This design comes from an exercise in tuning for small area, a short achievable clock period and few clock cycles per item on the open sky130 flow, not from production work.
At most, simulation tests tie the RTL to the original design; equivalence was not proved.
Function not checked in runs 5 to 7: the RTL went through the layout flow alone.
Power and IR drop assume default switching activity.

--- design.v ---
module sfd_tx (
    input  wire        clk,
    input  wire        rst,
    input  wire        in_valid,
    input  wire [7:0]  in_op,
    input  wire [7:0]  in_dest,
    input  wire [7:0]  in_byte,
    input  wire        in_last,
    input  wire        in_empty,
    output wire        in_ready,
    output wire        tx_valid,
    output wire [7:0]  tx_byte,
    input  wire        tx_ready
);
    localparam [7:0] MARKER       = 8'h1B;
    localparam [7:0] LIT_SENTINEL = 8'h1C;
    localparam [7:0] OP_DATA      = 8'h44;
    reg  [7:0]  buf_mem [0:31];
    reg  [5:0]  top;           
    reg         pf_v;          
    reg  [7:0]  pf_b;
    reg         in_rdy;        
    reg         in_cmd;        
    reg         ib_v;          
    reg  [7:0]  ib_byte;
    reg         ib_last;
    reg         ib_empty;
    reg         col_isd;       
    reg  [7:0]  col_op;
    reg  [7:0]  col_dest;
    reg  [5:0]  cnt;           
    reg         pair;          
    reg         s_pend;        
    reg         col_closed;    
    reg         carry;         
    reg         carry_last;    
    reg         cap;           
    reg         rdy_valid;
    reg  [7:0]  rdy_op;
    reg  [7:0]  rdy_dest;
    reg  [5:0]  rdy_end;       
    reg         active;        
    reg  [5:0]  pos;           
    reg         out_src;       
    reg  [5:0]  out_end;       
    reg  [15:0] seq;
    reg         tx_v;
    reg  [7:0]  tx_b;
    assign in_ready = in_rdy;
    assign tx_valid = tx_v;
    assign tx_byte  = tx_b;
    function [5:0] inc6(input [5:0] x);
        inc6 = x ^ {&x[4:0], &x[3:0], &x[2:0], &x[1:0], x[0], 1'b1};
    endfunction
    function [5:0] dec6(input [5:0] x);
        dec6 = x ^ {~|x[4:0], ~|x[3:0], ~|x[2:0], ~|x[1:0], ~x[0], 1'b1};
    endfunction
    function [4:0] inc5(input [4:0] x);
        inc5 = x ^ {&x[3:0], &x[2:0], &x[1:0], x[0], 1'b1};
    endfunction
    wire        fire     = in_valid && in_rdy;
    wire        consume  = ib_v && cap;
    wire        is_mk    = (ib_byte == MARKER) && !ib_empty;
    wire        is_m     = col_isd && is_mk;
    wire        two      = is_m && pair;
    wire        c30      = (cnt == 6'd39);
    wire        c31      = (cnt == 6'd40);
    wire        nofit    = two && c31;
    wire [5:0]  cnt1     = inc6(cnt);
    wire [5:0]  cnt2     = {inc5(cnt[5:1]), cnt[0]};
    wire [5:0]  ncnt     = two ? cnt2 : cnt1;
    wire        close    = ib_last || ib_empty || c31 || (c30 && two);
    wire [5:0]  close_len = ib_empty ? cnt : nofit ? 6'd40 : ncnt;
    reg  [7:0]  hdr;
    always @(*) begin
        case (pos[3:0])
            4'd0, 4'd1, 4'd2: hdr = MARKER;
            4'd4:             hdr = seq[15:8];
            4'd5:             hdr = seq[7:0];
            4'd6:             hdr = out_src ? col_op : rdy_op;
            4'd7:             hdr = out_src ? col_dest : rdy_dest;
            4'd9:             hdr = {2'b00, out_end - 6'd9};
            default:          hdr = 8'h00;
        endcase
    end
    wire        in_body  = (pos >= 6'd10);
    wire [7:0]  next_b   = in_body ? pf_b : hdr;
    wire        adv      = !tx_v || tx_ready;  
    wire        ready_b  = !in_body || pf_v;   
    wire        emit     = adv && active && ready_b;
    wire        idle     = adv && !active;
    wire        pos_last = (pos == out_end);
    wire        done     = emit && pos_last;
    wire        want     = done || idle;
    wire        take_rdy = want && rdy_valid;
    wire        take_col = want && !rdy_valid && col_closed;
    wire        pos_lt8  = (pos[5:3] == 3'd0);
    wire        hold     = active && pos_lt8;
    wire        to_rdy   = col_closed && !take_col && !rdy_valid && !(hold && !out_src);
    wire        col_move = take_col || to_rdy;
    wire        push     = emit || take_rdy || take_col;
    wire [7:0]  push_b   = emit ? next_b : MARKER;
    wire        rd       = emit && in_body;
    reg  [7:0]  rdata;
    integer k;
    always @(*) begin
        rdata = 8'h00;
        for (k = 0; k < 32; k = k + 1)
            rdata = rdata | (buf_mem[k] & {8{top[4:0] == k}});
    end
    wire        buf_rd   = !top[5] && (!pf_v || rd);
    wire        occ31    = (top == 6'd30);
    wire        occ32    = (top == 6'd31);
    wire        wr_in    = consume && !ib_empty;
    wire        wr_s     = s_pend && !occ32;
    wire        wr       = wr_in || wr_s;
    wire        full_n   = !buf_rd && (occ32 || (occ31 && wr));
    wire        spend_n  = consume ? (two && !nofit) : (s_pend && !wr_s);
    wire        closed_n = (consume && close) || (col_closed && (col_move ? carry_last : 1'b1));
    wire        cap_n    = !spend_n && !closed_n && !full_n;
    wire        ibv_n    = fire || (ib_v && !consume);
    wire        active_n = want ? (take_rdy || take_col) : active;
    wire        lt8_n    = emit ? (done || (pos[5:3] == 3'd0 && pos[2:0] != 3'd7)) : (idle || pos_lt8);
    wire        src_n    = take_rdy ? 1'b0 : take_col ? 1'b1 : out_src;
    wire        in_cmd_n = fire ? !(in_last || in_empty) : in_cmd;
    wire        colbusy_n = ibv_n || closed_n || (active_n && lt8_n && src_n);
    wire        in_rdy_n = (!ibv_n || cap_n) && !(!in_cmd_n && colbusy_n);
    integer i;
    always @(posedge clk) begin
        if (wr) begin
            for (i = 31; i > 0; i = i - 1)
                buf_mem[i] <= buf_mem[i - 1];
            buf_mem[0] <= s_pend ? LIT_SENTINEL : ib_byte;
        end
        if (in_rdy) begin
            ib_byte  <= in_byte;
            ib_last  <= in_last;
            ib_empty <= in_empty;
        end
        if (in_rdy && !in_cmd) begin
            col_op   <= in_op;
            col_dest <= in_dest;
            col_isd  <= (in_op == OP_DATA);
        end
        if (to_rdy) begin
            rdy_op   <= col_op;
            rdy_dest <= col_dest;
            rdy_end  <= cnt;
        end
        if (take_rdy) begin
            out_src  <= 1'b0;
            out_end  <= rdy_end;
        end
        if (take_col) begin
            out_src  <= 1'b1;
            out_end  <= cnt;
        end
        if (buf_rd)
            pf_b <= rdata;
        if (adv)
            tx_b <= push_b;
    end
    always @(posedge clk) begin
        if (rst) begin
            top        <= 6'h3F;
            pf_v       <= 1'b0;
            in_rdy     <= 1'b1;
            in_cmd     <= 1'b0;
            ib_v       <= 1'b0;
            cnt        <= 6'd9;
            pair       <= 1'b0;
            s_pend     <= 1'b0;
            col_closed <= 1'b0;
            carry      <= 1'b0;
            carry_last <= 1'b0;
            cap        <= 1'b1;
            rdy_valid  <= 1'b0;
            active     <= 1'b0;
            pos        <= 6'd0;
            seq        <= 16'h0000;
            tx_v       <= 1'b0;
        end else begin
            if (wr && !buf_rd)
                top <= inc6(top);
            else if (buf_rd && !wr)
                top <= dec6(top);
            pf_v <= buf_rd || (pf_v && !rd);
            in_rdy <= in_rdy_n;
            in_cmd <= in_cmd_n;
            ib_v   <= ibv_n;
            cap    <= cap_n;
            s_pend <= spend_n;
            if (adv)
                tx_v <= push;
            if (emit) begin
                if (done) begin
                    seq <= (seq == 16'hFFFE) ? 16'h0000 : seq + 16'd1;
                    pos <= 6'd0;
                end else begin
                    pos <= pos + 6'd1;
                end
            end else if (idle) begin
                pos <= 6'd1;
            end
            if (want)
                active <= take_rdy || take_col;
            if (take_rdy)
                rdy_valid <= 1'b0;
            if (to_rdy)
                rdy_valid <= 1'b1;
            if (col_move) begin
                col_closed <= carry_last;
                cnt        <= carry ? 6'd10 : 6'd9;
                pair       <= carry;
                carry      <= 1'b0;
                carry_last <= 1'b0;
            end
            if (consume) begin
                if (close) begin
                    col_closed <= 1'b1;
                    cnt        <= close_len;
                    carry      <= nofit;
                    carry_last <= nofit && ib_last;
                end else begin
                    cnt        <= ncnt;
                    pair       <= is_m && !pair;
                end
            end
        end
    end
endmodule
--- flow/run.sh ---
#!/bin/bash
# The standard layout (the standard.sh, ORFS make targets), with one change:
# the port buffers that buffer_ports inserts are sky130_fd_sc_hd__buf_4 cells
# instead of the default choice (clkdlybuf4s50_1, a slow delay cell).
# Each tool's output goes to a log of its own: ORFS keeps its per-step logs
# under orfs/logs/, and make's own output goes to make_finish.log here.
set -euo pipefail
bash standard.sh "BUFFER_PORTS_ARGS=-buffer_cell sky130_fd_sc_hd__buf_4" finish > make_finish.log 2>&1
--- standard.sh ---
#!/bin/bash
# synth_recipe.tcl (not shown) runs the flow's synth.tcl, then flattens the netlist and writes it again
# the make line also repeats each setting of config.mk as NAME=value (left out here)
make -C /OpenROAD-flow-scripts/flow DESIGN_CONFIG=/design/flow/config.mk WORK_HOME=/design/flow/orfs CLKGATE_MAP_FILE= SYNTH_SCRIPT=/design/flow/synth_recipe.tcl "${@:-finish}"
--- config.mk ---
export PLATFORM = sky130hd
export DESIGN_NAME = sfd_tx
export DESIGN_NICKNAME = sfd_tx
export VERILOG_FILES = /design/flow/design.v
export SDC_FILE = /design/flow/constraint.sdc
export NUM_CORES = 4
export LEC_CHECK = 0
export ABC_AREA = 1
export CAP_MARGIN = 20
export CORE_MARGIN = 2
export CORE_UTILIZATION = 55
export CTS_CLUSTER_DIAMETER = 120
export CTS_CLUSTER_SIZE = 28
export PLACE_DENSITY = 0.65
export SETUP_SLACK_MARGIN = 3.65
export SLEW_MARGIN = 20
--- constraint.sdc ---
create_clock -name core_clock -period 6.0 [get_ports {clk}]
set_input_delay 1.2000 -clock core_clock [delete_from_list [all_inputs] [get_ports {clk}]]
set_output_delay 1.2000 -clock core_clock [all_outputs]
set_load 0.01 [all_outputs]
==> flow_summary_export.csv, run 1 <==
group,metric,value,unit
run_status,status,"finished clean",
timing,max_slew_margin,53.9,%
placed_design,gp_congestion,0.904,
synthesis,synth_seq_cells,375,
worst_hold_path,min_to,"buf_mem[8][1]$_DFFE_PP_",
detailed_routing,wl_per_cell,21.8,µm
synthesis,syn_avg_cell_area,12.0,µm²
floorplanning,die_h,172,µm
placed_design,dp_slack,3.16,ns
final_layout,final_util,61.3,%
timing,finalSetupViolCount,0,
global_routing,gr-total-overflow,0,
floorplanning,ioPinCount,40,
global_routing,grt_first_pass_wirelength,55.8,mm
synthesis,synth_top_area_cell,"edfxtp_1",
synthesis,yosysSeqAreaShare,69.8,%
final_layout,diodes,0,
synthesis,synth_edf_count,327,
critical_path,r2r_slack,3.70,ns
final_layout,final_cells,1726,
critical_path,critPathCaptureType,"flip-flop",
power_and_ir_drop,p_leak,6.31,nW
timing,final_max_slew_viol_count,0,
clocking,clk_latency,0.53,ns
worst_hold_path,hold_path_depth,0,
placed_design,portBuffers,39,
placed_design,place_inst,1688,
global_routing,grtUsageTotal,25.7,%
synthesis,synth_ff_type,"edfxtp_1",
synthesis,synth_area_leaders,"edfxtp_1, nand2_1, dfxtp_1",
clocking,h-tree-depth,1,
clocking,cts_buffers,17,
timing,final_hold_viol_count,0,
power_and_ir_drop,p_per_area,321,mW/mm²
floorplanning,rows,61,
critical_path,worstSetupPathType,"flip-flop to flip-flop",
critical_path,worst-r2r-cell-count,9,
placed_design,postPlaceCellArea,0.0163,mm²
synthesis,netlist_instances,1282,
synthesis,synth_most_common_cell,"edfxtp_1",
timing,period_share,38.3,%
floorplanning,fp.dieW,172,µm
timing,setup_slack,3.70,ns
power_and_ir_drop,peakVddDrop,0.224,mV
detailed_routing,wl,37.6,mm
synthesis,syn-num-nets,1327,
critical_path,r2r_end,"pf_b[1]$_DFFE_PP_",
timing,rsz0062_at_grt,"true",
global_routing,use_met3,2.99,%
final_layout,final_area,0.0170,mm²
detailed_routing,routed_via_density,5.83,
global_routing,grt_pass1_vias,9234,
critical_path,crit_fanout,7,
synthesis,syn_area,0.0154,mm²
timing,tightest_slew,0.689,ns
floorplanning,initial_core_util,55.7,%
worst_hold_path,worstHoldStart,"buf_mem[7][1]$_DFFE_PP_",
timing,holdWs,0.444,ns
synthesis,yosysWarnings,2,
final_layout,drive_gt1_share,12.5,%
global_routing,antenna_found_initial,0,
detailed_routing,vias,10100,
timing,finalClockSkew,0.0212,ns
detailed_routing,firstDrtPassIters,6,
synthesis,synth_top_area_share,63.6,%
clocking,clock-sinks,375,
timing,finalCriticalPeriod,2.30,ns
timing,setup_tns,0,ns
global_routing,grt_max_degree,90,
clocking,cts-root-buf,"clkbuf_16",
detailed_routing,dr.first_iter.drc_count,1236,
timing,max_freq,435,MHz
clocking,cts_tree,"yes",
detailed_routing,antenna_left,0,
clocking,cts.clk_slew.worst_paths,0.12,ns
critical_path,r2r-start,"top[2]$_SDFFE_PP1P_",
synthesis,async_flop_share,0,%
synthesis,synth_cell_types,54,
floorplanning,dieArea,0.0294,mm²
clocking,clock_path_buffers,3,
power_and_ir_drop,p_total,5.46,mW
global_routing,grt_util_met2,37.8,%
global_routing,grt_use_met1,41.3,%
final_layout,syn2layout_area_growth,10.1,%
placed_design,place_hpwl,25.2,mm
detailed_routing,post-route-drc-count,0,
worst_hold_path,worst_hold_path_type,"flip-flop to flip-flop",
critical_path,crit_arrival,2.59,ns
synthesis,synth_common_cells,"edfxtp_1, nand2_1, inv_1",
critical_path,start_kind,"flip-flop",
global_routing,top_usage_layer,"met1",
critical_path,critPathRequiredTime,6.29,ns
job,maxCapViolations,0,
final_layout,nNetsFinal,1388,
floorplanning,fp.coreArea,0.0277,mm²
worst max-delay path by stage:
stage / startpoint / end / slack, ns
2_1_floorplan: top[2]$_SDFFE_PP1P_ / top[4]$_SDFFE_PP1P_ / 3.30
3_3_place_gp: tx_ready / rdy_dest[7]$_DFFE_PP_ / 3.22
3_5_place_dp: tx_ready / in_rdy$_SDFF_PP1_ / 3.16
4_1_cts: top[2]$_SDFFE_PP1P_ / top[4]$_SDFFE_PP1P_ / 3.65
5_1_grt: pos[0]$_SDFFE_PP0P_ / top[4]$_SDFFE_PP1P_ / 3.57
6_report: top[2]$_SDFFE_PP1P_ / pf_b[1]$_DFFE_PP_ / 3.70
sequential cells by signal (all words and copies together), names as in the netlist, 6 cells and up:
signal / count
seq: 16
cnt: 6
col_op: 8
rdy_op: 8
pf_b: 8
tx_b: 8
out_end: 6
pos: 6
ib_byte: 8
col_dest: 8
rdy_end: 6
rdy_dest: 8
top: 6
buf_mem: 256
what timing repair did:
action	CTS	global route
hold endpoints to repair	0	0
hold buffers	0	0
setup buffers	2	8
endpoints found under the setup margin	239	151
pin swaps	2	3
cloned	2	2
resized for setup	9	23
worst max-delay path, stage by stage, from the launching register on:
cell,delay (ns)
dfxtp_2,0.44
inv_1,0.07
nand2_1,0.15
nor2_1,0.08
nand2_1,0.21
inv_1,0.24
a221oi_1,0.35
nand3_1,0.25
nor2_2,0.19
nand2_1,0.07
layout make-up:
type | count | area, µm²
clock buffer | 22 | 444
clock inverter | 2 | 28.8
fill | 2249 | 10700
inverter | 170 | 659
multi-input combinational | 727 | 4160
sequential | 375 | 10800
tap | 378 | 473
timing repair buffer | 52 | 430
layer usage:
metal,share of wire [%],vias up
met3,8.4,50
li1,-,4696
met5,0,-
met2,44,420
met4,1.9,0
met1,46,4890
placed cells by master (no fill, tap or decap), drive strengths merged, types with 8 or more instances in the layout:
cell and n:
a21oi 63, a221oi 30, a22o 30, buf 52
clkbuf 22, dfxtp 48, edfxtp 327, ha 15
inv 166, nand2 283, nand3 51, nand4 32
nor2 98, nor3 11, o21ai 35, o22ai 8
o2bb2ai 12
where the power goes:
part | switching (mW) | internal (mW) | leakage, nW | total (mW)
logic | 0.486 | 0.206 | 2.65 | 0.692
registers | 0.192 | 3.24 | 3.43 | 3.43
clock network | 0.800 | 0.540 | 0.230 | 1.34
total | 1.48 | 3.98 | 6.31 | 5.46
logic make-up (layout without fill, tap and decap cells):
family                     Yosys count  after routing  share of synthesized area, %
buffers and inverters              183            246                          4.55
xor gates and xnor gates             7              7                         0.397
AOI/OAI and AO/OA                  216            216                          9.76
adders and majority gates           15             15                          1.22
DFF                                375            375                          69.8
and+or+nand+nor                    486            489                          14.3
Testbench counts, summed over its fixed seeds: cycles 47,888, bytes 31,638.
==> run 2, diff against run 1 <==
--- a/config.mk
+++ b/config.mk
@@ -6,5 +6,4 @@
 export NUM_CORES = 4
 export LEC_CHECK = 0
-export ABC_AREA = 1
 export CAP_MARGIN = 20
 export CORE_MARGIN = 2
@@ -13,4 +12,4 @@
 export CTS_CLUSTER_SIZE = 28
 export PLACE_DENSITY = 0.65
-export SETUP_SLACK_MARGIN = 3.65
+export SETUP_SLACK_MARGIN = 3.6
 export SLEW_MARGIN = 20
==> run 2 against run 1 <==
Compared with the run above:
- sequential cell count unchanged
- synthesized cell count decreased by 19%
- critical path type unchanged
- register-to-register slack got worse by 0.07 ns
- setup slack got worse by 0.066 ns
- worst hold slack got worse by 0.0062 ns
- utilization increased by 1.1 points
- count of clock-buffer cells in the layout increased by 6
- cell count decreased by 16%
- global-route usage decreased by 0.45 points
- clock skew increased by 0.0028 ns
- die area decreased by 3.1%
- largest power group unchanged
- first-iteration DRC count increased by 0.32%
==> flow_summary_export.csv, run 2 <==
group,metric,value,unit
timing,finalClockSkew,0.0240,ns
placed_design,gp_congestion,0.863,
clocking,h-tree-depth,1,
synthesis,netlist_instances,1034,
timing,rsz0062_at_grt,"true",
final_layout,nNetsFinal,1150,
global_routing,grt_pass1_vias,8737,
critical_path,cp_common_cell,"nand2_1",
detailed_routing,wl_per_cell,25.0,µm
power_and_ir_drop,peakVddDrop,0.232,mV
critical_path,crit_arrival,2.71,ns
timing,setup_tns,0,ns
critical_path,crit_buf_inv,0,
clocking,cts.clk_slew.worst_paths,0.11,ns
final_layout,final_cells,1456,
critical_path,critPathCaptureType,"flip-flop",
floorplanning,rows,60,
final_layout,syn2layout_area_growth,11.8,%
synthesis,synth_edf_count,327,
final_layout,final_util,62.4,%
worst_hold_path,worst_hold_path_type,"flip-flop to flip-flop",
floorplanning,die_h,169,µm
placed_design,dp_slack,2.79,ns
timing,holdWs,0.438,ns
clocking,cts_tree,"yes",
floorplanning,ioPinCount,40,
timing,finalCriticalPeriod,2.36,ns
detailed_routing,routed_via_density,6.47,
synthesis,synth_top_area_share,65.7,%
detailed_routing,antenna_left,0,
power_and_ir_drop,p_total,4.63,mW
timing,max_freq,423,MHz
synthesis,muxShareOfSynthArea,0.879,%
global_routing,grt_max_degree,94,
floorplanning,dieArea,0.0285,mm²
global_routing,grt_first_pass_wirelength,53.6,mm
detailed_routing,dr.first_iter.drc_count,1240,
global_routing,gr-total-overflow,0,
synthesis,yosysSeqAreaShare,72.1,%
synthesis,synth_cell_types,73,
global_routing,grtUsageTotal,25.2,%
synthesis,synth_top_area_cell,"edfxtp_1",
critical_path,worstSetupPathType,"flip-flop to flip-flop",
synthesis,syn_avg_cell_area,14.5,µm²
timing,tightest_slew,1.11,ns
placed_design,postPlaceCellArea,0.0158,mm²
critical_path,start_kind,"flip-flop",
detailed_routing,post-route-drc-count,0,
placed_design,place_inst,1402,
final_layout,mostFrequentLayoutCell,"edfxtp_1",
clocking,cts_buffers,17,
final_layout,largest_reg_flops,256,
final_layout,layout_common_cells,"edfxtp_1, a22oi_1, buf_4",
floorplanning,fp.coreArea,0.0268,mm²
final_layout,drive_gt1_share,16.4,%
final_layout,reg_top3,"buf_mem: 256 flops, seq: 16 flops",
clocking,clock-sinks,375,
timing,setup_slack,3.64,ns
final_layout,final_area,0.0167,mm²
detailed_routing,wl,36.4,mm
detailed_routing,vias,9418,
critical_path,path_cells,"or3b_2 > nor2_2 > a22oi_1 > nand2_1 > nor3_1 > nand2_1",
global_routing,antenna_found_initial,0,
final_layout,largest-register,"buf_mem",
critical_path,cp_top_family,"simple AND/OR/NAND/NOR gates",
synthesis,synth_area_leaders,"edfxtp_1, a22oi_1, dfxtp_1",
synthesis,synth_ff_type,"edfxtp_1",
critical_path,critPathRequiredTime,6.35,ns
clocking,clock_path_buffers,3,
floorplanning,fp.dieW,169,µm
timing,final_max_slew_viol_count,0,
clocking,clk_latency,0.53,ns
critical_path,cp_slowest_cell,"nor2_2",
power_and_ir_drop,p_leak,5.55,nW
synthesis,syn_area,0.0150,mm²
timing,final_hold_viol_count,0,
job,maxCapViolations,0,
timing,max_slew_margin,25.8,%
synthesis,synth_xor_area_share,1.64,%
final_layout,diodes,0,
run_status,status,"finished clean",
synthesis,synth-compound-area-share,12.3,%
placed_design,portBuffers,39,
placed_design,place_hpwl,23.7,mm
synthesis,yosysWarnings,2,
synthesis,synth-simple-area-share,10.6,%
synthesis,synth_common_cells,"edfxtp_1, a22oi_1, nor2_1",
critical_path,worst_path_largest_cell_delay,0.67,ns
synthesis,synth_top_family_by_area,"compound AO/OA/AOI/OAI gates",
critical_path,r2r_slack,3.64,ns
synthesis,syn-num-nets,1079,
timing,finalSetupViolCount,0,
synthesis,synth-adder-area-share,1.26,%
floorplanning,initial_core_util,55.8,%
clocking,cts-root-buf,"clkbuf_16",
timing,period_share,39.4,%
detailed_routing,firstDrtPassIters,5,
synthesis,synth_most_common_cell,"edfxtp_1",
synthesis,synth_seq_cells,375,
synthesis,async_flop_share,0,%
critical_path,crit_fanout,12,
power_and_ir_drop,p_per_area,277,mW/mm²
==> run 2: changes by cell type in the layout (fill, tap and decap cells not counted), moves of 26 or more <==
cell,delta
inv_1,-132
a21oi_1,-29
buf_4,+26
nand2_1,-192
a22oi_1,+133
a22o_1,-29
nand3_1,-31
==> run 2: kinds of logic (layout without fill, tap and decap cells) <==
group / count (synthesis) / after routing
AOI/OAI and AO/OA: 251 / 251
xor gates and xnor gates: 28 / 28
adders and majority gates: 15 / 15
buffers and inverters: 47 / 128
DFF: 375 / 375
muxes: 12 / 12
and+or+nand+nor: 306 / 306
==> run 2: what timing repair did <==
item	4_1_cts	5_1_grt
gates resized for setup	35	31
pin swaps	2	7
endpoints found under the setup margin	149	114
buffers inserted	9	14
hold buffers	0	0
endpoints found under the hold margin	0	0
gates cloned	1	1
==> run 2: routing by layer <==
metal | wire, µm | GRT usage [%]
met4 | 945 | 6.45
met2 | 16100 | 36.9
met1 | 15800 | 38.3
met5 | 0 | 0.522
met3 | 3470 | 6.06
==> run 2: report_power, final <==
group / internal, mW / leakage [nW] / switching (mW)
registers: 2.94 / 3.40 / 0.0647
clock network: 0.552 / 0.232 / 0.785
logic: 0.105 / 1.91 / 0.174
total: 3.60 / 5.55 / 1.02
==> run 2: layout make-up <==
type | instances | area, µm²
Timing Repair Buffer | 82 | 686
Tap cell | 341 | 427
Clock buffer | 28 | 467
Sequential cell | 375 | 10800
Clock inverter | 1 | 20.0
Fill cell | 1980 | 10100
Multi-Input combinational cell | 612 | 4240
Inverter | 17 | 71.3
==> run 2: final timing paths <==
check,end,cells after the start,from
worst max-delay path,pf_b[3]$_DFFE_PP_,6,top[3]$_SDFFE_PP1P_
worst min register to register,buf_mem[29][0]$_DFFE_PP_,0,buf_mem[28][0]$_DFFE_PP_
worst min-delay path,buf_mem[29][0]$_DFFE_PP_,0,buf_mem[28][0]$_DFFE_PP_
worst max register to register,pf_b[3]$_DFFE_PP_,6,top[3]$_SDFFE_PP1P_
==> run 3, diff against run 2 <==
--- a/config.mk
+++ b/config.mk
@@ -12,4 +12,4 @@
 export CTS_CLUSTER_SIZE = 28
 export PLACE_DENSITY = 0.65
-export SETUP_SLACK_MARGIN = 3.6
+export SETUP_SLACK_MARGIN = 3.72
 export SLEW_MARGIN = 20
==> run 3 against run 2 <==
Compared with the run above:
- clock power hardly changed
- still clean
- largest cell class unchanged
- maximum frequency is 0.39% higher
- highest routed layer is now met5
- die area stayed put
==> flow_summary_export.csv, run 3 <==
group,metric,value,unit
timing,period_share,39.2,%
synthesis,synth_cell_types,73,
floorplanning,dieArea,0.0285,mm²
clocking,clock-sinks,375,
synthesis,async_flop_share,0,%
final_layout,layout_common_cells,"edfxtp_1, a22oi_1, buf_4",
final_layout,seq_area,0.0108,mm²
clocking,cts_hold_buf,0,
critical_path,worst-r2r-cell-count,8,
timing,rsz0062_at_grt,"true",
floorplanning,fp.dieW,169,µm
placed_design,gp_congestion,0.841,
clocking,clk_latency,0.53,ns
synthesis,synth_most_common_cell,"edfxtp_1",
final_layout,nNetsFinal,1165,
synthesis,syn_avg_cell_area,14.5,µm²
synthesis,synth_common_cells,"edfxtp_1, a22oi_1, nor2_1",
worst_hold_path,min_to,"buf_mem[9][3]$_DFFE_PP_",
clocking,h-tree-depth,1,
timing,finalSetupViolCount,0,
critical_path,start_kind,"flip-flop",
detailed_routing,dr.first_iter.drc_count,1182,
detailed_routing,vias,9543,
clocking,cts.clk_slew.worst_paths,0.11,ns
timing,max_freq,425,MHz
placed_design,place_hpwl,24.1,mm
final_layout,final_area,0.0171,mm²
critical_path,r2r-start,"top[2]$_SDFFE_PP1P_",
timing,final_hold_viol_count,0,
synthesis,synth_top_area_share,65.7,%
power_and_ir_drop,p_per_area,273,mW/mm²
detailed_routing,antenna_left,0,
critical_path,critPathRequiredTime,6.35,ns
power_and_ir_drop,peakVddDrop,0.178,mV
critical_path,crit_arrival,2.70,ns
synthesis,synth_top_area_cell,"edfxtp_1",
synthesis,synth_seq_cells,375,
final_layout,multi_input_area,0.00441,mm²
floorplanning,initial_core_util,55.8,%
final_layout,largest-register,"buf_mem",
worst_hold_path,worst_hold_path_type,"flip-flop to flip-flop",
floorplanning,die_h,169,µm
synthesis,yosysSeqAreaShare,72.1,%
critical_path,r2r_end,"pf_b[7]$_DFFE_PP_",
critical_path,worstSetupPathType,"flip-flop to flip-flop",
power_and_ir_drop,p_total,4.66,mW
global_routing,grt_max_degree,77,
floorplanning,ioPinCount,40,
final_layout,diodes,0,
timing,finalCriticalPeriod,2.35,ns
detailed_routing,wl,37.5,mm
timing,tightest_slew,0.769,ns
placed_design,portBuffers,39,
worst_hold_path,worstHoldStart,"buf_mem[8][3]$_DFFE_PP_",
synthesis,yosysWarnings,2,
clocking,clock_path_buffers,3,
timing,max_slew_margin,48.7,%
power_and_ir_drop,p_leak,5.66,nW
detailed_routing,firstDrtPassIters,5,
synthesis,synth_edf_count,327,
critical_path,r2r_slack,3.65,ns
synthesis,syn_area,0.0150,mm²
final_layout,syn2layout_area_growth,14.1,%
synthesis,netlist_instances,1034,
synthesis,synth_ff_type,"edfxtp_1",
final_layout,drive_gt1_share,19.3,%
clocking,cts_tree,"yes",
final_layout,fillers,2019,
final_layout,reg_top3,"buf_mem: 256 flops, seq: 16 flops",
floorplanning,fp.coreArea,0.0268,mm²
global_routing,antenna_found_initial,0,
run_status,status,"finished clean",
timing,finalClockSkew,0.0252,ns
detailed_routing,post-route-drc-count,0,
floorplanning,rows,60,
clocking,cts_buffers,17,
detailed_routing,routed_via_density,6.48,
synthesis,synth_area_leaders,"edfxtp_1, a22oi_1, dfxtp_1",
global_routing,grtUsageTotal,26.0,%
critical_path,critPathCaptureType,"flip-flop",
critical_path,crit_fanout,11,
global_routing,grt_pass1_vias,9066,
final_layout,mostFrequentLayoutCell,"edfxtp_1",
global_routing,grt_first_pass_wirelength,55.2,mm
clocking,cts-root-buf,"clkbuf_16",
timing,final_max_slew_viol_count,0,
job,maxCapViolations,0,
global_routing,gr-total-overflow,0,
detailed_routing,wl_per_cell,25.5,µm
placed_design,postPlaceCellArea,0.0158,mm²
final_layout,final_util,63.7,%
worst_hold_path,hold_path_depth,0,
final_layout,largest_reg_flops,256,
synthesis,syn-num-nets,1079,
-- run 3: cell count changes in the layout (fill, tap and decap cells not counted), moves of 3 or more --
cell,change
nor2_4,+7
mux2_2,+4
o21ai_0,-3
mux2_4,-4
buf_6,+11
nor2_1,-8
-- run 3: repair_timing --
action	4_1_cts	5_1_grt
pin swaps	9	14
resized for setup	62	51
setup endpoints to repair	306	193
cloned	3	2
setup buffers	18	14
-- run 3: cell families after synthesis --
kind of cell | count (synthesis) | share of synthesized area, %
and+or+nand+nor | 306 | 10.6
AOI/OAI and AO/OA | 251 | 12.3
DFF | 375 | 72.1
buffers and inverters | 47 | 1.29
muxes | 12 | 0.879
xor gates and xnor gates | 28 | 1.64
adders and majority gates | 15 | 1.26
-- run 3: worst max path at each step --
stage	from	to	slack [ns]	depth (start not counted)
3_5_place_dp	tx_ready	top[4]$_SDFFE_PP1P_	2.79	12
6_report	top[2]$_SDFFE_PP1P_	pf_b[7]$_DFFE_PP_	3.65	8
2_1_floorplan	top[2]$_SDFFE_PP1P_	top[4]$_SDFFE_PP1P_	-0.12	8
3_3_place_gp	tx_ready	top[4]$_SDFFE_PP1P_	2.89	12
5_1_grt	top[4]$_SDFFE_PP1P_	top[4]$_SDFFE_PP1P_	3.56	10
4_1_cts	pos[0]$_SDFFE_PP0P_	top[4]$_SDFFE_PP1P_	3.66	13
-- run 3: area by class of cell --
cell class	count	share of cell area (%)
clock buffers	28	2.74
clock inverters	2	0.169
inverters	17	0.403
multi-input cells	615	25.8
flip-flops and latches	375	63.4
well taps	341	2.50
repair buffers	94	4.98
-- run 3: through the flow --
stage | TNS (ns) | cells | setup WS, ns | hold WS [ns]
detailed placement | 0 | 1405 | 2.79 | 0.434
floorplan | -0.550 | 1034 | -0.124 | 0.420
global route | 0 | 1472 | 3.56 | 0.453
finish | 0 | 1472 | 3.65 | 0.453
CTS | 0 | 1456 | 3.66 | 0.455
global placement | 0 | 1404 | 2.89 | 0.429
-- run 3: layer usage --
layer	up-vias	track usage [%]	share of wire [%]
li1	4260	-	-
met1	4725	39.0	43
met2	485	38.1	44
met3	71	6.34	10
met4	2	7.12	2.7
met5	-	1.04	0.10
-- run 3: where the power goes --
group,switching [mW],total (mW),internal (mW)
Sequential,0.0628,3.01,2.94
Clock,0.795,1.35,0.555
Combinational,0.186,0.303,0.117
-- run 3: worst max-delay path, cell delays in order (launching register included) --
cell and delay, ns:
dfxtp_4 0.44, buf_4 0.14, or3b_2 0.57, nor2_2 0.33, buf_4 0.27, a22oi_1 0.09, nand4_1 0.10, nor3_1 0.06
nand2_1 0.17
==> run 4, diff against run 3 <==
--- a/config.mk
+++ b/config.mk
@@ -6,5 +6,5 @@
 export NUM_CORES = 4
 export LEC_CHECK = 0
-export CAP_MARGIN = 20
+export CAP_MARGIN = 5
 export CORE_MARGIN = 2
 export CORE_UTILIZATION = 55
@@ -12,4 +12,4 @@
 export CTS_CLUSTER_SIZE = 28
 export PLACE_DENSITY = 0.65
-export SETUP_SLACK_MARGIN = 3.72
-export SLEW_MARGIN = 20
+export SETUP_SLACK_MARGIN = 3.65
+export SLEW_MARGIN = 5
==> run 4 against run 3 <==
Compared with the run above:
- routed wire length shrank 2.2%
- first-iteration DRC count shrank 6.5%
- register-to-register slack is essentially flat
- synthesized area is the same
- cell count shrank 0.82%
- clock skew shrank 0.0016 ns
- via count shrank 1.5%
- combinational power shrank 5%
- critical path depth grew 4
- critical path type is now input pin to flip-flop
- critical endpoint is now top[1]$_SDFFE_PP1P_
- largest power group unchanged
- highest routed layer is now met4
==> flow_summary_export.csv, run 4 <==
group,metric,value,unit
timing,max_slew_margin,47.6,%
timing,final_max_slew_viol_count,0,
synthesis,yosysWarnings,2,
final_layout,fillers,2029,
critical_path,crit_arrival,2.82,ns
synthesis,synth_edf_count,327,
final_layout,largest-register,"buf_mem",
synthesis,syn-num-nets,1079,
power_and_ir_drop,power_switching_share,22.5,%
synthesis,synth_ff_type,"edfxtp_1",
global_routing,antenna_found_initial,0,
final_layout,mostFrequentLayoutCell,"edfxtp_1",
synthesis,netlist_instances,1034,
detailed_routing,vias,9398,
global_routing,grt_first_pass_wirelength,54.2,mm
detailed_routing,antenna_left,0,
synthesis,async_flop_share,0,%
power_and_ir_drop,p_leak,5.55,nW
clocking,clk_latency,0.54,ns
timing,setup_slack,3.64,ns
clocking,cts.clk_slew.worst_paths,0.10,ns
detailed_routing,firstDrtPassIters,6,
final_layout,layout_common_cells,"edfxtp_1, a22oi_1, buf_4",
detailed_routing,post-route-drc-count,0,
timing,final_hold_viol_count,0,
synthesis,syn_avg_cell_area,14.5,µm²
final_layout,nNetsFinal,1153,
critical_path,critPathCaptureType,"flip-flop",
timing,finalClockSkew,0.0236,ns
floorplanning,dieArea,0.0285,mm²
clocking,cts_tree,"yes",
synthesis,synth_common_cells,"edfxtp_1, a22oi_1, nor2_1",
detailed_routing,routed_via_density,6.44,
global_routing,grt_pass1_vias,8830,
placed_design,dp_slack,2.80,ns
final_layout,multi_input_area,0.00431,mm²
timing,tightest_slew,0.785,ns
floorplanning,fp.dieW,169,µm
timing,max_freq,423,MHz
clocking,clock-sinks,375,
clocking,cts_buffers,17,
synthesis,synth_top_area_share,65.7,%
placed_design,gp_congestion,0.880,
final_layout,syn2layout_area_growth,12.5,%
global_routing,grtUsageTotal,25.5,%
detailed_routing,wl_per_cell,25.2,µm
power_and_ir_drop,power_frac_seq,64.6,%
critical_path,worstSetupPathType,"input pin to flip-flop",
timing,finalCriticalPeriod,2.36,ns
floorplanning,fp.coreArea,0.0268,mm²
synthesis,synth_most_common_cell,"edfxtp_1",
detailed_routing,dr.first_iter.drc_count,1105,
timing,finalSetupViolCount,0,
timing,rsz0062_at_grt,"true",
clocking,cts-root-buf,"clkbuf_16",
clocking,cts_hold_buf,0,
critical_path,start_kind,"input pin",
critical_path,critPathRequiredTime,6.46,ns
power_and_ir_drop,p_comb_share,6.2,%
detailed_routing,wl,36.7,mm
job,maxCapViolations,0,
synthesis,yosysSeqAreaShare,72.1,%
final_layout,drive_gt1_share,17.6,%
global_routing,grt_max_degree,100,
final_layout,reg_top3,"buf_mem: 256 flops, seq: 16 flops",
floorplanning,rows,60,
clocking,clock_path_buffers,3,
floorplanning,die_h,169,µm
power_and_ir_drop,p_per_area,277,mW/mm²
power_and_ir_drop,power.internal,3.61,mW
timing,period_share,39.4,%
synthesis,synth_seq_cells,375,
synthesis,synth_cell_types,73,
floorplanning,initial_core_util,55.8,%
power_and_ir_drop,switchingPower,1.05,mW
synthesis,synth_area_leaders,"edfxtp_1, a22oi_1, dfxtp_1",
final_layout,largest_reg_flops,256,
clocking,h-tree-depth,1,
placed_design,portBuffers,39,
final_layout,seq_area,0.0108,mm²
synthesis,synth_top_area_cell,"edfxtp_1",
final_layout,diodes,0,
critical_path,r2r_slack,3.66,ns
synthesis,syn_area,0.0150,mm²
power_and_ir_drop,clockPowerShare,29.2,%
floorplanning,ioPinCount,40,
global_routing,gr-total-overflow,0,
critical_path,crit_fanout,6,
worst_hold_path,worst_hold_path_type,"flip-flop to flip-flop",
final_layout,final_util,62.8,%
run_status,status,"finished clean",
placed_design,place_hpwl,23.4,mm
power_and_ir_drop,peakVddDrop,0.183,mV
-- run 4: cell counts after synthesis --
No cell type changed its count.
-- run 4: power by group through the flow --
stage | combinational (mW) | sequential (mW) | clock (mW)
finish | 0.287 | 3.01 | 1.36
global route | 0.309 | 3.02 | 1.46
CTS | 0.277 | 3.01 | 1.38
detailed placement | 0.255 | 3.07 | 0
global placement | 0.252 | 3.07 | 0
floorplan | 0.173 | 3.05 | 0
-- run 4: cell families after synthesis --
logic type	Yosys count	share of synthesized area (%)
flip-flops	375	72.1
adder cells (fa/ha/maj)	15	1.26
XOR/XNOR	28	1.64
multiplexers	12	0.879
AO/OA/AOI/OAI	251	12.3
AND/OR/NAND/NOR	306	10.6
buffers and inverters	47	1.29
-- run 4: layer usage --
metal	global-route usage, %	part of all wire, %
met1	38.4	43
met2	38.1	45
met3	5.73	9.7
met4	6.03	2.2
met5	0	0
-- run 4: critical path: stages --
cell	delay, ns
buf_4	0.12
nor2b_4	0.16
inv_6	0.06
and2_4	0.18
nand3_4	0.09
nand2_4	0.06
nand2b_4	0.08
ha_4	0.18
buf_6	0.14
xor2_2	0.07
or3_1	0.38
nand3_1	0.10
-- run 4: layout make-up --
| cell class | count | share of cell area (%) |
|---|---|---|
| Sequential cell | 375 | 64.3 |
| Multi-Input combinational cell | 612 | 25.6 |
| Timing Repair Buffer | 85 | 4.20 |
| Clock buffer | 28 | 2.77 |
| Tap cell | 341 | 2.54 |
| Inverter | 17 | 0.424 |
| Clock inverter | 2 | 0.171 |
-- run 4: stage by stage --
| step | power (mW) | setup TNS (ns) | area [µm²] | cells | hold WS, ns |
|---|---|---|---|---|---|
| after floorplan | 3.23 | -0.550 | 15100 | 1034 | 0.420 |
| after global placement | 3.32 | 0 | 15800 | 1404 | 0.429 |
| after detailed placement | 3.33 | 0 | 15800 | 1404 | 0.435 |
| after CTS | 4.66 | 0 | 16600 | 1448 | 0.445 |
| after global routing | 4.79 | 0 | 16800 | 1460 | 0.451 |
| final | 4.65 | 0 | 16800 | 1460 | 0.444 |
-- run 4: worst paths after layout --
path | from | endpoint | cells past startpoint
max | tx_ready | top[1]$_SDFFE_PP1P_ | 12
min | buf_mem[8][7]$_DFFE_PP_ | buf_mem[9][7]$_DFFE_PP_ | 0
max reg2reg | top[2]$_SDFFE_PP1P_ | pf_b[7]$_DFFE_PP_ | 6
min reg2reg | buf_mem[8][7]$_DFFE_PP_ | buf_mem[9][7]$_DFFE_PP_ | 0
-- run 4: timing repair --
action                     CTS  global route
gates cloned                 1             0
setup buffers               13            12
pin swaps                    6             8
resized for setup           44            36
setup endpoints to repair  282           241
==> run 5, diff against run 4 <==
--- a/design.v
+++ b/design.v
@@ -16,5 +16,5 @@
     localparam [7:0] LIT_SENTINEL = 8'h1C;
     localparam [7:0] OP_DATA      = 8'h44;
-    reg  [7:0]  buf_mem [0:31];
+    reg  [7:0]  buf_mem [0:30];
     reg  [5:0]  top;           
     reg         pf_v;          
@@ -106,10 +106,10 @@
     always @(*) begin
         rdata = 8'h00;
-        for (k = 0; k < 32; k = k + 1)
+        for (k = 0; k < 31; k = k + 1)
             rdata = rdata | (buf_mem[k] & {8{top[4:0] == k}});
     end
     wire        buf_rd   = !top[5] && (!pf_v || rd);
-    wire        occ31    = (top == 6'd30);
-    wire        occ32    = (top == 6'd31);
+    wire        occ31    = (top == 6'd29);
+    wire        occ32    = (top == 6'd30);
     wire        wr_in    = consume && !ib_empty;
     wire        wr_s     = s_pend && !occ32;
@@ -129,5 +129,5 @@
     always @(posedge clk) begin
         if (wr) begin
-            for (i = 31; i > 0; i = i - 1)
+            for (i = 30; i > 0; i = i - 1)
                 buf_mem[i] <= buf_mem[i - 1];
             buf_mem[0] <= s_pend ? LIT_SENTINEL : ib_byte;
--- a/config.mk
+++ b/config.mk
@@ -6,5 +6,5 @@
 export NUM_CORES = 4
 export LEC_CHECK = 0
-export CAP_MARGIN = 5
+export CAP_MARGIN = 20
 export CORE_MARGIN = 2
 export CORE_UTILIZATION = 55
@@ -13,3 +13,3 @@
 export PLACE_DENSITY = 0.65
 export SETUP_SLACK_MARGIN = 3.65
-export SLEW_MARGIN = 5
+export SLEW_MARGIN = 20
==> run 5 against run 4 <==
Compared with the run above:
- sequential share of layout area fell by 0.51 points
- combinational power fell by 15%
- cell count fell by 1.2%
- count of clock-buffer cells in the layout did not move
- sequential power fell by 2%
- global-route usage barely moved
- via count fell by 0.32%
- still clean
- synthesized area fell by 2.6%
- maximum frequency fell by 2.2%
==> flow_summary_export.csv, run 5 <==
group,metric,value,unit
detailed_routing,dr.first_iter.drc_count,1328,
synthesis,synth_seq_cells,367,
critical_path,path_cells,"buf_6 > nor2b_4 > inv_6 > and2_4 > a21oi_4 > or2_4 > ha_4 > and3_4 > a31oi_2 > or3_1 > nand3_1",
clocking,cts-root-buf,"clkbuf_16",
clocking,cts.clk_slew.worst_paths,0.11,ns
floorplanning,die_h,167,µm
synthesis,netlist_instances,1016,
timing,final_hold_viol_count,0,
floorplanning,rows,59,
timing,max_slew_margin,42.9,%
critical_path,worstSetupPathType,"input pin to flip-flop",
power_and_ir_drop,p_leak,5.43,nW
power_and_ir_drop,switchingPower,0.989,mW
detailed_routing,firstDrtPassIters,6,
timing,rsz0062_at_grt,"true",
timing,tightest_slew,0.856,ns
clocking,clock_path_buffers,3,
critical_path,critPathRequiredTime,6.45,ns
power_and_ir_drop,power_frac_seq,65.3,%
power_and_ir_drop,power_switching_share,21.9,%
synthesis,synth_cell_types,60,
global_routing,grtUsageTotal,25.4,%
power_and_ir_drop,peakVddDrop,0.399,mV
timing,max_freq,414,MHz
final_layout,mostFrequentLayoutCell,"edfxtp_1",
timing,final_max_slew_viol_count,0,
power_and_ir_drop,p_per_area,273,mW/mm²
clocking,cts_hold_buf,0,
synthesis,synth_most_common_cell,"edfxtp_1",
power_and_ir_drop,clockPowerShare,29.3,%
final_layout,syn2layout_area_growth,13.7,%
placed_design,gp_congestion,0.844,
critical_path,critPathCaptureType,"flip-flop",
timing,finalClockSkew,0.0360,ns
critical_path,start_kind,"input pin",
final_layout,final_area,0.0166,mm²
synthesis,yosysSeqAreaShare,72.4,%
placed_design,dp_slack,2.52,ns
placed_design,postPlaceCellArea,0.0154,mm²
floorplanning,dieArea,0.0278,mm²
synthesis,syn_area,0.0146,mm²
timing,finalCriticalPeriod,2.41,ns
floorplanning,initial_core_util,55.9,%
floorplanning,fp.coreArea,0.0261,mm²
final_layout,layout_common_cells,"edfxtp_1, a22oi_1, nand2_1",
synthesis,syn_avg_cell_area,14.3,µm²
timing,finalSetupViolCount,0,
final_layout,largest-register,"buf_mem",
final_layout,final_util,63.6,%
synthesis,synth_edf_count,319,
job,maxCapViolations,0,
placed_design,portBuffers,39,
detailed_routing,wl,35.8,mm
synthesis,synth_area_leaders,"edfxtp_1, dfxtp_1, a22oi_1",
synthesis,yosysWarnings,2,
clocking,cts_tree,"yes",
global_routing,grt_pass1_vias,8787,
power_and_ir_drop,power.internal,3.53,mW
worst_hold_path,worst_hold_path_type,"flip-flop to flip-flop",
floorplanning,fp.dieW,167,µm
global_routing,antenna_found_initial,0,
timing,setup_slack,3.59,ns
timing,setup_tns,0,ns
run_status,status,"finished clean",
global_routing,grt_first_pass_wirelength,53.7,mm
clocking,clk_latency,0.52,ns
detailed_routing,vias,9368,
final_layout,nNetsFinal,1142,
synthesis,synth_top_area_share,65.8,%
final_layout,drive_gt1_share,19.2,%
synthesis,synth_common_cells,"edfxtp_1, a22oi_1, nand2_1",
critical_path,crit_fanout,5,
final_layout,diodes,0,
clocking,clock-sinks,367,
critical_path,crit_arrival,2.87,ns
synthesis,synth_top_area_cell,"edfxtp_1",
clocking,h-tree-depth,1,
detailed_routing,routed_via_density,6.50,
power_and_ir_drop,p_comb_share,5.4,%
critical_path,cp_slowest_cell,"or3_1",
detailed_routing,wl_per_cell,24.8,µm
placed_design,place_hpwl,22.3,mm
global_routing,grt_max_degree,95,
final_layout,reg_top3,"buf_mem: 248 flops, seq: 16 flops",
final_layout,largest_reg_flops,248,
synthesis,synth_ff_type,"edfxtp_1",
critical_path,worst_path_largest_cell_delay,0.32,ns
floorplanning,ioPinCount,40,
clocking,cts_buffers,17,
detailed_routing,post-route-drc-count,0,
timing,period_share,40.2,%
synthesis,syn-num-nets,1061,
synthesis,async_flop_share,0,%
global_routing,gr-total-overflow,0,
detailed_routing,antenna_left,0,
run 5: cells by family (layout without fill, tap and decap cells):
group           Yosys count  count (layout)  synth area share (%)
fa+ha+maj                15              15                  1.29
flops                   367             367                  72.4
xor+xnor                 22              22                  1.32
buf+inv                  44             134                  1.20
compound gates          249             249                  12.1
simple gates            307             308                  10.8
mux                      12              12                 0.928
run 5: power groups by stage:
stage | Sequential, mW | Clock (mW) | Combinational, mW
after global placement | 3.01 | 0 | 0.208
after CTS | 2.95 | 1.34 | 0.234
after global routing | 2.96 | 1.42 | 0.267
final | 2.95 | 1.32 | 0.245
after detailed placement | 3.01 | 0 | 0.211
after floorplan | 2.99 | 0 | 0.148
run 5: final timing paths:
| path | slack (ns) | end | cells past startpoint | start |
|---|---|---|---|---|
| setup reg to reg | 3.63 | seq[12]$_SDFFE_PP0P_ | 9 | pos[1]$_SDFFE_PP0P_ |
| hold reg to reg | 0.45 | buf_mem[6][2]$_DFFE_PP_ | 0 | buf_mem[5][2]$_DFFE_PP_ |
| setup / recovery | 3.59 | top[4]$_SDFFE_PP1P_ | 11 | tx_ready |
| hold / removal | 0.45 | buf_mem[6][2]$_DFFE_PP_ | 0 | buf_mem[5][2]$_DFFE_PP_ |
run 5: area by class of cell:
type,instances,area (µm²)
inverter,17,73.8
clock buffer,28,467
sequential,367,10600
timing repair buffer,88,795
multi-input combinational,606,4220
tap,335,419
clock inverter,1,30.0
fill,1916,9500
run 5: stage by stage:
| stage | hold slack [ns] | std cells | power [mW] |
|---|---|---|---|
| CTS | 0.457 | 1437 | 4.52 |
| finish | 0.454 | 1442 | 4.52 |
| detailed placement | 0.433 | 1379 | 3.22 |
| global placement | 0.429 | 1378 | 3.22 |
| floorplan | 0.420 | 1016 | 3.13 |
| global route | 0.464 | 1442 | 4.65 |
run 5: timing repair:
action,in CTS,in global routing
setup buffers,27,5
resized for setup,60,35
pin swaps,14,12
gates cloned,2,0
setup endpoints to repair,143,132
run 5: routing by layer:
metal / global-route usage (%) / wire [µm]
met2: 36.6 / 15600
met5: 0 / 0
met3: 4.68 / 3580
met1: 40.6 / 15700
met4: 5.77 / 864
run 5: worst max-delay path: cells and delay by family:
kind,cells,cell delay (ns)
AND/OR/NAND/NOR,6,1.10
buffers and inverters,2,0.14
AO/OA/AOI/OAI,2,0.26
adder cells (fa/ha/maj),1,0.16
==> run 6, diff against run 5 <==
--- a/design.v
+++ b/design.v
@@ -16,5 +16,5 @@
     localparam [7:0] LIT_SENTINEL = 8'h1C;
     localparam [7:0] OP_DATA      = 8'h44;
-    reg  [7:0]  buf_mem [0:30];
+    reg  [7:0]  buf_mem [0:31];
     reg  [5:0]  top;           
     reg         pf_v;          
@@ -47,4 +47,6 @@
     reg         tx_v;
     reg  [7:0]  tx_b;
+    reg         q_v;
+    reg  [7:0]  q_b;
     assign in_ready = in_rdy;
     assign tx_valid = tx_v;
@@ -86,5 +88,5 @@
     wire        in_body  = (pos >= 6'd10);
     wire [7:0]  next_b   = in_body ? pf_b : hdr;
-    wire        adv      = !tx_v || tx_ready;  
+    wire        adv      = !(tx_v && q_v);     
     wire        ready_b  = !in_body || pf_v;   
     wire        emit     = adv && active && ready_b;
@@ -101,15 +103,9 @@
     wire        push     = emit || take_rdy || take_col;
     wire [7:0]  push_b   = emit ? next_b : MARKER;
+    wire        stay     = tx_v && !tx_ready;
     wire        rd       = emit && in_body;
-    reg  [7:0]  rdata;
-    integer k;
-    always @(*) begin
-        rdata = 8'h00;
-        for (k = 0; k < 31; k = k + 1)
-            rdata = rdata | (buf_mem[k] & {8{top[4:0] == k}});
-    end
     wire        buf_rd   = !top[5] && (!pf_v || rd);
-    wire        occ31    = (top == 6'd29);
-    wire        occ32    = (top == 6'd30);
+    wire        occ31    = (top == 6'd30);
+    wire        occ32    = (top == 6'd31);
     wire        wr_in    = consume && !ib_empty;
     wire        wr_s     = s_pend && !occ32;
@@ -129,5 +125,5 @@
     always @(posedge clk) begin
         if (wr) begin
-            for (i = 30; i > 0; i = i - 1)
+            for (i = 31; i > 0; i = i - 1)
                 buf_mem[i] <= buf_mem[i - 1];
             buf_mem[0] <= s_pend ? LIT_SENTINEL : ib_byte;
@@ -148,16 +144,14 @@
             rdy_end  <= cnt;
         end
-        if (take_rdy) begin
-            out_src  <= 1'b0;
-            out_end  <= rdy_end;
-        end
-        if (take_col) begin
-            out_src  <= 1'b1;
-            out_end  <= cnt;
+        if (take_rdy || take_col) begin
+            out_src  <= !rdy_valid;
+            out_end  <= rdy_valid ? rdy_end : cnt;
         end
         if (buf_rd)
-            pf_b <= rdata;
-        if (adv)
-            tx_b <= push_b;
+            pf_b <= buf_mem[top[4:0]];
+        if (push)
+            q_b <= push_b;
+        if (!stay)
+            tx_b <= q_v ? q_b : push_b;
     end
     always @(posedge clk) begin
@@ -180,4 +174,5 @@
             seq        <= 16'h0000;
             tx_v       <= 1'b0;
+            q_v        <= 1'b0;
         end else begin
             if (wr && !buf_rd)
@@ -191,6 +186,6 @@
             cap    <= cap_n;
             s_pend <= spend_n;
-            if (adv)
-                tx_v <= push;
+            tx_v <= stay || q_v || push;
+            q_v  <= stay ? (q_v || push) : (q_v && push);
             if (emit) begin
                 if (done) begin
--- a/config.mk
+++ b/config.mk
@@ -8,8 +8,8 @@
 export CAP_MARGIN = 20
 export CORE_MARGIN = 2
-export CORE_UTILIZATION = 55
+export CORE_UTILIZATION = 65
 export CTS_CLUSTER_DIAMETER = 120
 export CTS_CLUSTER_SIZE = 28
-export PLACE_DENSITY = 0.65
+export PLACE_DENSITY = 0.75
 export SETUP_SLACK_MARGIN = 3.65
 export SLEW_MARGIN = 20
==> run 6 against run 5 <==
Compared with the run above:
- die area is 8.8% lower
- cell count grew 5.4%
- still clean
- utilization is 11 points higher
- sequential share of layout area shrank 0.92 points
- sequential cell count grew 17
- critical path depth down 4
- maximum frequency rose by 0.45%
- synthesized cell count grew 9.5%
- sequential power is 4% higher
- power increased by 4.3%
==> flow_summary_export.csv, run 6 <==
group,metric,value,unit
run_status,status,"finished clean",
global_routing,grt_first_pass_wirelength,58.5,mm
power_and_ir_drop,p_total,4.71,mW
synthesis,synth_edf_count,336,
placed_design,portBuffers,39,
synthesis,synth_most_common_cell,"edfxtp_1",
global_routing,grt_util_met2,42.4,%
detailed_routing,firstDrtPassIters,7,
timing,finalSetupViolCount,0,
timing,max_freq,416,MHz
global_routing,top_usage_layer,"met1",
clocking,cts-root-buf,"clkbuf_16",
final_layout,largest-register,"buf_mem",
power_and_ir_drop,p_leak,5.78,nW
critical_path,cp_slowest_cell,"nor2_2",
final_layout,syn2layout_area_growth,12.7,%
placed_design,postPlaceCellArea,0.0163,mm²
power_and_ir_drop,power_switching_share,22.2,%
floorplanning,dieArea,0.0253,mm²
timing,finalClockSkew,0.0359,ns
floorplanning,fp.dieW,159,µm
timing,finalCriticalPeriod,2.40,ns
synthesis,netlist_instances,1113,
power_and_ir_drop,power.internal,3.67,mW
synthesis,syn_area,0.0157,mm²
synthesis,synth_ff_type,"edfxtp_1",
final_layout,nNetsFinal,1235,
timing,max_slew_margin,36.2,%
clocking,clock_path_buffers,3,
timing,rsz0062_at_grt,"true",
timing,setup_slack,3.60,ns
worst_hold_path,worst_hold_path_type,"flip-flop to flip-flop",
synthesis,synth_area_leaders,"edfxtp_1, dfxtp_1, a22oi_1",
clocking,clock-sinks,384,
synthesis,yosysWarnings,2,
floorplanning,die_h,159,µm
critical_path,cp_top_family,"simple AND/OR/NAND/NOR gates",
timing,tightest_slew,0.953,ns
clocking,cts.clk_slew.worst_paths,0.12,ns
critical_path,critPathCaptureType,"flip-flop",
detailed_routing,wl_per_cell,26.1,µm
global_routing,grt_max_degree,111,
final_layout,fillers,1513,
final_layout,largest_reg_flops,256,
global_routing,grtUsageTotal,30.7,%
floorplanning,rows,56,
detailed_routing,antenna_left,0,
critical_path,r2r_slack,3.60,ns
floorplanning,ioPinCount,40,
power_and_ir_drop,clockPowerShare,28.7,%
critical_path,start_kind,"flip-flop",
global_routing,gr-total-overflow,0,
global_routing,antenna_found_initial,0,
final_layout,reg_top3,"buf_mem: 256 flops, seq: 16 flops",
placed_design,dp_slack,2.78,ns
final_layout,drive_gt1_share,19.8,%
timing,setup_tns,0,ns
detailed_routing,wl,39.7,mm
final_layout,layout_common_cells,"edfxtp_1, a22oi_1, buf_4",
timing,final_hold_viol_count,0,
synthesis,synth_top_area_cell,"edfxtp_1",
placed_design,place_hpwl,25.2,mm
clocking,cts_tree,"yes",
synthesis,synth_seq_cells,384,
critical_path,worst_path_largest_cell_delay,0.59,ns
synthesis,syn-num-nets,1158,
detailed_routing,vias,10500,
critical_path,worstSetupPathType,"flip-flop to flip-flop",
critical_path,crit_buf_inv,1,
final_layout,multi_input_area,0.00471,mm²
synthesis,synth_common_cells,"edfxtp_1, nor2_1, a22oi_1",
floorplanning,fp.coreArea,0.0235,mm²
placed_design,place_inst,1436,
synthesis,syn_avg_cell_area,14.1,µm²
critical_path,critPathRequiredTime,6.41,ns
power_and_ir_drop,p_per_area,267,mW/mm²
timing,final_max_slew_viol_count,0,
critical_path,crit_fanout,15,
placed_design,gp_congestion,0.922,
floorplanning,initial_core_util,66.5,%
timing,period_share,40.1,%
detailed_routing,routed_via_density,6.91,
synthesis,async_flop_share,0,%
clocking,h-tree-depth,1,
synthesis,synth_top_area_share,64.4,%
detailed_routing,dr.first_iter.drc_count,1639,
power_and_ir_drop,power_frac_seq,65.5,%
power_and_ir_drop,peakVddDrop,0.249,mV
job,maxCapViolations,0,
synthesis,synth_cell_types,70,
final_layout,mostFrequentLayoutCell,"edfxtp_1",
global_routing,grt_pass1_vias,9447,
global_routing,grt_use_met1,47.3,%
critical_path,crit_arrival,2.81,ns
power_and_ir_drop,p_comb_share,5.9,%
clocking,clk_latency,0.55,ns
detailed_routing,post-route-drc-count,0,
final_layout,final_cells,1520,
power_and_ir_drop,switchingPower,1.05,mW
clocking,cts_buffers,17,
synthesis,yosysSeqAreaShare,70.6,%
critical_path,path_cells,"buf_12 > or3b_2 > nor2_2 > a22o_1 > a221oi_1 > nand4_1 > o32a_1",
final_layout,diodes,0,
global_routing,use_met3,8.18,%
final_layout,final_area,0.0176,mm²
final_layout,seq_area,0.0111,mm²
[run 6: cell count changes in the layout (fill, tap and decap cells not counted), sizes merged, moves of 10 or more]
cell and change:
a22oi -34, buf +11, edfxtp +17, mux2 +10, nor2 +30
[run 6: worst paths after layout]
kind | to | startpoint | depth (start not counted)
setup / recovery | pf_b[6]$_DFFE_PP_ | top[4]$_SDFFE_PP1P_ | 7
hold / removal | buf_mem[12][1]$_DFFE_PP_ | buf_mem[11][1]$_DFFE_PP_ | 0
setup reg to reg | pf_b[6]$_DFFE_PP_ | top[4]$_SDFFE_PP1P_ | 7
hold reg to reg | buf_mem[12][1]$_DFFE_PP_ | buf_mem[11][1]$_DFFE_PP_ | 0
[run 6: layer usage]
layer  part of all wire, %  up-vias
met4                   4.6        0
met3                    13      146
met5                     0        -
li1                      -     4512
met2                    42      802
met1                    40     5050
[run 6: stage by stage]
step	hold WS [ns]	utilization, %
floorplan	0.420	-
global placement	0.429	69.2
detailed placement	0.433	69.2
CTS	0.457	73.8
global route	0.473	74.9
finish	0.451	74.9
[run 6: kinds of logic (layout without fill, tap and decap cells)]
logic type / after synthesis / in the layout / share of synthesized area (%)
fa+ha+maj: 15 / 15 / 1.20
compound gates: 262 / 262 / 12.2
mux: 25 / 25 / 1.77
xor+xnor: 34 / 34 / 1.90
buf+inv: 63 / 151 / 1.65
simple gates: 330 / 330 / 10.7
flops: 384 / 384 / 70.6
[run 6: final cells by class]
class | instances | area share [%]
inverter | 21 | 0.461
clock buffer | 28 | 2.65
multi-input combinational | 666 | 26.7
tap | 319 | 2.26
sequential | 384 | 62.8
timing repair buffer | 100 | 5.00
clock inverter | 2 | 0.0993
[run 6: repair_timing]
item	4_1_cts	5_1_grt
cloned	2	0
endpoints found under the setup margin	334	40
endpoints found under the hold margin	0	0
hold buffers	0	0
gates resized for setup	68	42
setup buffers	38	14
pin swaps	12	14
[run 6: power by group through the flow]
stage / sequential [mW] / clock [mW] / combinational [mW]
finish: 3.08 / 1.35 / 0.276
global route: 3.09 / 1.45 / 0.295
CTS: 3.09 / 1.35 / 0.249
detailed placement: 3.15 / 0 / 0.223
global placement: 3.15 / 0 / 0.218
floorplan: 3.12 / 0 / 0.155
==> run 7, diff against run 6 <==
--- a/design.v
+++ b/design.v
@@ -42,4 +42,5 @@
     reg         active;        
     reg  [5:0]  pos;           
+    reg         pos_last;      
     reg         out_src;       
     reg  [5:0]  out_end;       
@@ -47,6 +48,4 @@
     reg         tx_v;
     reg  [7:0]  tx_b;
-    reg         q_v;
-    reg  [7:0]  q_b;
     assign in_ready = in_rdy;
     assign tx_valid = tx_v;
@@ -88,9 +87,8 @@
     wire        in_body  = (pos >= 6'd10);
     wire [7:0]  next_b   = in_body ? pf_b : hdr;
-    wire        adv      = !(tx_v && q_v);     
+    wire        adv      = !tx_v || tx_ready;  
     wire        ready_b  = !in_body || pf_v;   
     wire        emit     = adv && active && ready_b;
     wire        idle     = adv && !active;
-    wire        pos_last = (pos == out_end);
     wire        done     = emit && pos_last;
     wire        want     = done || idle;
@@ -103,5 +101,4 @@
     wire        push     = emit || take_rdy || take_col;
     wire [7:0]  push_b   = emit ? next_b : MARKER;
-    wire        stay     = tx_v && !tx_ready;
     wire        rd       = emit && in_body;
     wire        buf_rd   = !top[5] && (!pf_v || rd);
@@ -144,14 +141,16 @@
             rdy_end  <= cnt;
         end
-        if (take_rdy || take_col) begin
-            out_src  <= !rdy_valid;
-            out_end  <= rdy_valid ? rdy_end : cnt;
+        if (take_rdy) begin
+            out_src  <= 1'b0;
+            out_end  <= rdy_end;
+        end
+        if (take_col) begin
+            out_src  <= 1'b1;
+            out_end  <= cnt;
         end
         if (buf_rd)
             pf_b <= buf_mem[top[4:0]];
-        if (push)
-            q_b <= push_b;
-        if (!stay)
-            tx_b <= q_v ? q_b : push_b;
+        if (adv)
+            tx_b <= push_b;
     end
     always @(posedge clk) begin
@@ -172,7 +171,7 @@
             active     <= 1'b0;
             pos        <= 6'd0;
+            pos_last   <= 1'b0;
             seq        <= 16'h0000;
             tx_v       <= 1'b0;
-            q_v        <= 1'b0;
         end else begin
             if (wr && !buf_rd)
@@ -186,15 +185,18 @@
             cap    <= cap_n;
             s_pend <= spend_n;
-            tx_v <= stay || q_v || push;
-            q_v  <= stay ? (q_v || push) : (q_v && push);
+            if (adv)
+                tx_v <= push;
             if (emit) begin
                 if (done) begin
-                    seq <= (seq == 16'hFFFE) ? 16'h0000 : seq + 16'd1;
-                    pos <= 6'd0;
+                    seq      <= (seq == 16'hFFFE) ? 16'h0000 : seq + 16'd1;
+                    pos      <= 6'd0;
+                    pos_last <= 1'b0;
                 end else begin
-                    pos <= pos + 6'd1;
+                    pos      <= pos + 6'd1;
+                    pos_last <= (pos + 6'd1 == out_end);
                 end
             end else if (idle) begin
-                pos <= 6'd1;
+                pos      <= 6'd1;
+                pos_last <= 1'b0;
             end
             if (want)
==> run 7 against run 6 <==
Compared with the run above:
- still clean
- clock skew fell by 0.0053 ns
- routed wire length rose by 3.6%
- global-route usage is 0.45 points higher
- final area rose by 3.9%
- setup slack got worse by 0.034 ns
- non-clock buffer count up 15
- utilization grew 0.44 points
- maximum frequency is 1.4% lower
- sequential share of layout area is 3.7 points lower
- synthesized area is 2.9% higher
- largest power group unchanged
==> flow_summary_export.csv, run 7 <==
group,metric,value,unit
global_routing,grt_pass1_vias,10400,
clocking,h-tree-depth,1,
synthesis,synth-simple-area-share,15.4,%
final_layout,seq_area,0.0108,mm²
timing,final_hold_viol_count,0,
detailed_routing,routed_via_density,6.96,
power_and_ir_drop,p_total,4.78,mW
final_layout,multi_input_area,0.00537,mm²
critical_path,critPathCaptureType,"flip-flop",
timing,finalSetupViolCount,0,
synthesis,synth_top_area_cell,"edfxtp_1",
final_layout,drive_gt1_share,20.1,%
synthesis,yosysWarnings,2,
synthesis,synth-adder-area-share,1.17,%
critical_path,crit_fanout,8,
final_layout,final_util,75.4,%
synthesis,syn-num-nets,1255,
clocking,cts-root-buf,"clkbuf_16",
power_and_ir_drop,peakVddDrop,0.326,mV
synthesis,muxShareOfSynthArea,2.89,%
synthesis,synth_ff_type,"edfxtp_1",
clocking,clk_latency,0.53,ns
critical_path,worstSetupPathType,"flip-flop to flip-flop",
power_and_ir_drop,p_per_area,261,mW/mm²
floorplanning,rows,57,
final_layout,reg_top3,"buf_mem: 256 flops, seq: 16 flops",
synthesis,async_flop_share,0,%
critical_path,crit_arrival,2.87,ns
final_layout,mostFrequentLayoutCell,"edfxtp_1",
clocking,cts_tree,"yes",
final_layout,syn2layout_area_growth,13.8,%
synthesis,synth-compound-area-share,9.42,%
timing,max_freq,410,MHz
detailed_routing,post-route-drc-count,0,
run_status,status,"finished clean",
synthesis,synth_cell_types,73,
job,maxCapViolations,0,
final_layout,largest-register,"buf_mem",
critical_path,start_kind,"flip-flop",
timing,finalCriticalPeriod,2.44,ns
detailed_routing,vias,11100,
synthesis,synth_common_cells,"edfxtp_1, nand3_1, nor2_1",
placed_design,place_hpwl,25.1,mm
final_layout,fillers,1530,
synthesis,netlist_instances,1210,
timing,period_share,40.6,%
critical_path,worst-r2r-cell-count,11,
detailed_routing,dr.first_iter.drc_count,1766,
synthesis,yosysSeqAreaShare,67.1,%
clocking,clock-sinks,376,
worst_hold_path,worstHoldStart,"buf_mem[27][0]$_DFFE_PP_",
critical_path,cp-startpoint,"pos[0]$_SDFFE_PP0P_",
worst_hold_path,worst_hold_path_type,"flip-flop to flip-flop",
worst_hold_path,hold_path_depth,0,
detailed_routing,wl,41.2,mm
timing,max_slew_margin,32.5,%
floorplanning,die_h,161,µm
synthesis,synth_seq_cells,376,
timing,tightest_slew,1.01,ns
placed_design,gp_congestion,0.923,
detailed_routing,firstDrtPassIters,7,
timing,rsz0062_at_grt,"true",
synthesis,synth_top_area_share,61.0,%
synthesis,synth_edf_count,327,
worst_hold_path,min_to,"buf_mem[28][0]$_DFFE_PP_",
synthesis,synth_xor_area_share,1.61,%
critical_path,r2r_end,"top[4]$_SDFFE_PP1P_",
power_and_ir_drop,p_leak,6.24,nW
clocking,cts.clk_slew.worst_paths,0.12,ns
floorplanning,ioPinCount,40,
global_routing,grt_max_degree,210,
## run 7: cell count changes after synthesis, moves of 11 or more
| cell | delta |
|---|---|
| nor2_1 | -38 |
| nand3_1 | +92 |
| nand2_1 | -31 |
| and3_1 | +11 |
| mux2i_1 | +12 |
| a21oi_1 | -14 |
| a22oi_1 | -69 |
| and3b_1 | +19 |
| nor4_1 | +13 |
| clkbuf_1 | +28 |
## run 7: where the power goes
group	internal [mW]	switching, mW
sequential	2.97	0.0820
clock	0.553	0.786
combinational	0.153	0.233
total	3.68	1.10
## run 7: cell type report
type | count | share of cell area, %
clock buffers | 28 | 2.55
well taps | 324 | 2.21
clock inverters | 2 | 0.137
repair buffers | 115 | 6.30
inverters | 20 | 0.423
multi-input cells | 736 | 29.3
flip-flops and latches | 376 | 59.1
## run 7: timing repair
action / CTS / global route
buffers inserted: 39 / 14
resized for setup: 67 / 39
endpoints found under the hold margin: 0 / 0
endpoints found under the setup margin: 350 / 267
pin swaps: 22 / 14
cloned: 4 / 2
## run 7: stage by stage
step,instance area (µm²),hold slack (ns),instances
after floorplan,16300,0.417,1210
after global placement,16800,0.420,1512
after detailed placement,16800,0.428,1512
after CTS,18000,0.438,1585
after global routing,18300,0.454,1601
final,18300,0.439,1601
## run 7: cell families after synthesis
logic type / count (synthesis)
adders and majority gates: 15
and+or+nand+nor: 438
buffers and inverters: 99
DFF: 376
muxes: 43
AOI/OAI and AO/OA: 211
xor gates and xnor gates: 28
## run 7: how the worst max path moves through the flow
stage                                  to  cells after the start
floorplan             top[2]$_SDFFE_PP1P_                      9
global placement      top[3]$_SDFFE_PP1P_                      9
detailed placement    top[2]$_SDFFE_PP1P_                      9
CTS                 rdy_dest[3]$_DFFE_PP_                      4
global route          top[4]$_SDFFE_PP1P_                     11
finish                top[4]$_SDFFE_PP1P_                     11
## run 7: metal layers
metal	wire [µm]	vias up
met4	1380	0
li1	-	4852
met2	18400	779
met1	16700	5407
met5	0	-
met3	4660	104
## run 7: critical path: stages (launching register included)
cell and delay, ns:
dfxtp_4 0.38, inv_4 0.05, ha_4 0.17, or3_4 0.40
a21oi_4 0.19, o21ai_2 0.07, nand2b_1 0.16, ha_4 0.23
nor2_4 0.06, a32oi_2 0.18, nor3_1 0.07, or3b_4 0.36

Check on run 7: ideal ports give 3.563 ns setup slack; a clkbuf_16 on the clock port and buf_2 on the inputs give 3.563 ns; moving port delays by the midpoint clock arrival (0.573 ns) as well gives 3.111 ns.
